This design comes from an exercise in tuning for small area on the open sky130 flow, not from production work. In this exercise RTL edits were held to simulation tests only and were not proved equivalent to the original.

## run A
==> flow/design.v (excerpt) <==
module tfg_pwmgen (
    input  wire        CLK,
    input  wire        RST,
    input  wire [11:0] BUS_ADDR,
    input  wire [1:0]  BUS_SIZE,
    input  wire        BUS_WE,
    input  wire        BUS_RE,
    input  wire [31:0] BUS_WDATA,
    output reg  [31:0] BUS_RDATA,
    output reg         BUS_ERR,
    input  wire        ENC_A,
    input  wire        ENC_B,
    input  wire        BTN,
    input  wire        SERIAL_FRAME,
    input  wire        TIMEBASE,
    output wire [7:0]  PWM_OUT,
    output wire [7:0]  PWM_OE
);
    reg        tick_run;
    reg [1:0]  tick_div;
    reg        cmd_err;
    reg [1:0]  q_hb, q_tb;      
    reg [3:0]  q_hr, q_tr;      
    reg [2:0]  qb0 [0:10];
    reg [2:0]  qb1 [0:10];
    reg [2:0]  qb2 [0:10];
    reg [2:0]  rot_state;
    reg [1:0]  rot_last;
    reg        btn_last;
    reg        btn_pressed;
    reg [31:0] btn_t0;
    reg [31:0] time_cnt;
    wire [31:0] time_n;
    tfg_inc #(32) u_time (.a(time_cnt), .ci(TIMEBASE), .s(time_n));
    wire [1:0] rot_p    = {ENC_A, ENC_B};
    wire       rot_edge = (rot_p != rot_last);
    reg  [2:0] rot_next;
    reg        rot_cw, rot_ccw;
    always @* begin
        rot_next = 3'd0;
        rot_cw   = 1'b0;
  ...
Size: ~7400 cells after synthesis, about 100 I/O pins, ~67000 um2 of cells after synthesis.
export LEC_CHECK = 0
export ABC_AREA = 1
export CAP_MARGIN = 20
export CORE_MARGIN = 2
export CORE_UTILIZATION = 62
export SLEW_MARGIN = 20
create_clock -name core_clock -period 200.0 [get_ports {CLK}]
standard.sh (not shown) runs the stock make flow with config.mk's settings and CLKGATE_MAP_FILE= SYNTH_SCRIPT=/design/flow/synth_recipe.tcl, a recipe that flattens the netlist after the stock synthesis.
==> flow/flow/run.sh <==
#!/bin/bash
# Own layout flow: the standard ORFS flow (standard.sh) with changes that
# only affect how the layout is built:
#   - after the standard synthesis, the logic outside the arithmetic
#     (outside the input cone of the SET_CONFIG / SET_PHASE result buses) is
#     mapped again with an area-oriented ABC script (flow/remap.ys,
#     flow/abc_remap.script); registers and arithmetic are left as they are,
#   - every combinational cell then gets the smallest drive strength of its
#     family (flow/downsize.py); OpenROAD's repair resizes where needed,
#   - clock tree synthesis uses clkbuf_8 buffers, clusters of up to 12 sinks
#     within 60 um, and no dummy loads,
#   - the port buffers are buf_1 cells (every port still gets one).
# Each tool writes its full output to a log file in this folder (orfs_*.log,
# remap.log) or in orfs/logs/.
set -euo pipefail
W="$(pwd)"
R="$W/orfs/results/$FLOW_PLATFORM/tfg_pwmgen/base"
LIB="$FLOW_HOME/platforms/$FLOW_PLATFORM/lib/sky130_fd_sc_hd__tt_025C_1v80.lib"
YOSYS="$FLOW_HOME/../tools/install/yosys/bin/yosys"
[ -x "$YOSYS" ] || YOSYS=yosys

# 1. the standard synthesis
bash "$W/standard.sh" synth > "$W/orfs_synth.log" 2>&1

# 2. re-map the logic outside the arithmetic
python3 "$W/flow/mkmap.py" "$LIB" > "$W/remap_cells.v"
DONTUSE=$(grep -o -- '-dont_use [A-Za-z0-9_]*' "$W/orfs/logs/$FLOW_PLATFORM/tfg_pwmgen/base/1_2_yosys.log" | sort -u | tr '\n' ' ')
cp "$R/1_2_yosys.v" "$W/synth_standard.v"
sed -e "s#@LIB@#$LIB#g" -e "s#@IN@#$W/synth_standard.v#g" -e "s#@TOP@#$FLOW_TOP#g" \
    -e "s#@MAP@#$W/remap_cells.v#g" -e "s#@ABC@#$W/flow/abc_remap.script#g" \
    -e "s#@DONTUSE@#$DONTUSE#g" -e "s#@OUT@#$W/synth_remapped.v#g" \
    "$W/flow/remap.ys" > "$W/remap.ys"
"$YOSYS" -s "$W/remap.ys" > "$W/remap.log" 2>&1
python3 "$W/flow/downsize.py" "$LIB" "$W/synth_remapped.v" "$W/synth_downsized.v" > "$W/downsize.log" 2>&1
cp "$W/synth_downsized.v" "$R/1_2_yosys.v"
rm -f "$R/1_synth.odb" "$R/1_synth.sdc"

# 3. the rest of the standard flow on the re-mapped netlist
bash "$W/standard.sh" \
  "CTS_ARGS=-sink_clustering_enable -repair_clock_nets -dont_use_dummy_load -buf_list sky130_fd_sc_hd__clkbuf_8 -sink_clustering_size 12 -sink_clustering_max_diameter 60" \
  "BUFFER_PORTS_ARGS=-buffer_cell sky130_fd_sc_hd__buf_1" \
  finish > "$W/orfs_make.log" 2>&1
Other scripts of this flow, unchanged in this note and not shown: flow/flow/abc_remap.script, flow/flow/downsize.py, flow/flow/mkmap.py, flow/flow/remap.ys
Run A finished end to end and its layout was clean on timing, DRC and antenna.
## Diff of input files: run B against run A
Settings: changing CORE_UTILIZATION from 62 to 50.
diff --git a/flow/flow/run.sh b/flow/flow/run.sh
--- a/flow/flow/run.sh
+++ b/flow/flow/run.sh
@@ -8,6 +8,6 @@
 #   - every combinational cell then gets the smallest drive strength of its
 #     family (flow/downsize.py); OpenROAD's repair resizes where needed,
-#   - clock tree synthesis uses clkbuf_8 buffers, clusters of up to 12 sinks
-#     within 60 um, and no dummy loads,
+#   - clock tree synthesis uses clkbuf_16 buffers, clusters of up to 20 sinks
+#     within 90 um, and no dummy loads,
 #   - the port buffers are buf_1 cells (every port still gets one).
 # Each tool writes its full output to a log file in this folder (orfs_*.log,
@@ -38,5 +38,5 @@
 # 3. the rest of the standard flow on the re-mapped netlist
 bash "$W/standard.sh" \
-  "CTS_ARGS=-sink_clustering_enable -repair_clock_nets -dont_use_dummy_load -buf_list sky130_fd_sc_hd__clkbuf_8 -sink_clustering_size 12 -sink_clustering_max_diameter 60" \
+  "CTS_ARGS=-sink_clustering_enable -repair_clock_nets -dont_use_dummy_load -buf_list sky130_fd_sc_hd__clkbuf_16 -sink_clustering_size 20 -sink_clustering_max_diameter 90" \
   "BUFFER_PORTS_ARGS=-buffer_cell sky130_fd_sc_hd__buf_1" \
   finish > "$W/orfs_make.log" 2>&1
## What came out
- Diff run A and run B: area added between synthesis and finish higher in run B
- For total clock buffers created by CTS, dividing the value from run B by the value from run A gives 0.58.
- Run B ended up with a higher cell area after layout than run A did.
The inputs of run C differ from those of run B as listed below.
diff --git a/flow/flow/run.sh b/flow/flow/run.sh
--- a/flow/flow/run.sh
+++ b/flow/flow/run.sh
@@ -8,6 +8,6 @@
 #   - every combinational cell then gets the smallest drive strength of its
 #     family (flow/downsize.py); OpenROAD's repair resizes where needed,
-#   - clock tree synthesis uses clkbuf_16 buffers, clusters of up to 20 sinks
-#     within 90 um, and no dummy loads,
+#   - clock tree synthesis uses clkbuf_8 buffers, clusters of up to 12 sinks
+#     within 60 um, and no dummy loads,
 #   - the port buffers are buf_1 cells (every port still gets one).
 # Each tool writes its full output to a log file in this folder (orfs_*.log,
@@ -38,5 +38,5 @@
 # 3. the rest of the standard flow on the re-mapped netlist
 bash "$W/standard.sh" \
-  "CTS_ARGS=-sink_clustering_enable -repair_clock_nets -dont_use_dummy_load -buf_list sky130_fd_sc_hd__clkbuf_16 -sink_clustering_size 20 -sink_clustering_max_diameter 90" \
+  "CTS_ARGS=-sink_clustering_enable -repair_clock_nets -dont_use_dummy_load -buf_list sky130_fd_sc_hd__clkbuf_8 -sink_clustering_size 12 -sink_clustering_max_diameter 60" \
   "BUFFER_PORTS_ARGS=-buffer_cell sky130_fd_sc_hd__buf_1" \
   finish > "$W/orfs_make.log" 2>&1
--- outcome ---
Re half-perimeter wire length after detailed placement: no difference whatsoever between run C and run B. Between run B and run C, the maximum frequency figures differ only marginally. Run comparison: run C capturing instance or port of the critical path ch_count[0][1]; run B capturing instance or port of the critical path ch_count[6][1]. Time the final worst path needs with I/O delays and setup (higher): run B. Summary: with run B as the reference, amount of wire on met2 after detailed routing in run C moved up slightly. As far as data-path buffer share of cell area in the final layout is concerned, run B and run C perform about the same. In terms of routed wire length per instance, run C and run B differ only marginally. Cell area after technology mapping: run B vs run C identical. Diff run B -> run C: fraction of area in clock buffers and inverters stayed essentially flat.

afterwards: timing with drivers on the ports:
The flow's constraints put no driver on any port. The routed layouts listed below were extracted and timed again, unchanged, in two steps. Step 1, drivers: a clkbuf_16 drives CLK and a buf_2 each remaining input, both assumed. Step 2 times the ports against the registers' clock, not the clock port: input delays grow and output delays shrink by t, the midpoint of the rising clock arrivals with the driver on. a / b / c = ideal / step 1 / step 2; a / b = the first two.
| run | t, ns | setup WS [ns] | clock arrival spread, ns |
|---|---|---|---|
| run A | 0.842 | 34.108 / 34.133 / 33.291 | 0.115 / 0.116 |
| run B | 0.754 | 34.443 / 34.486 / 33.732 | 0.053 / 0.053 |
| run C | 0.871 | 34.576 / 34.614 / 33.742 | 0.089 / 0.089 |
After both steps every run listed still meets setup and hold. For run C, which loses most, drivers alone change the setup slack by +0.038 ns; drivers and shift together by -0.834 ns.
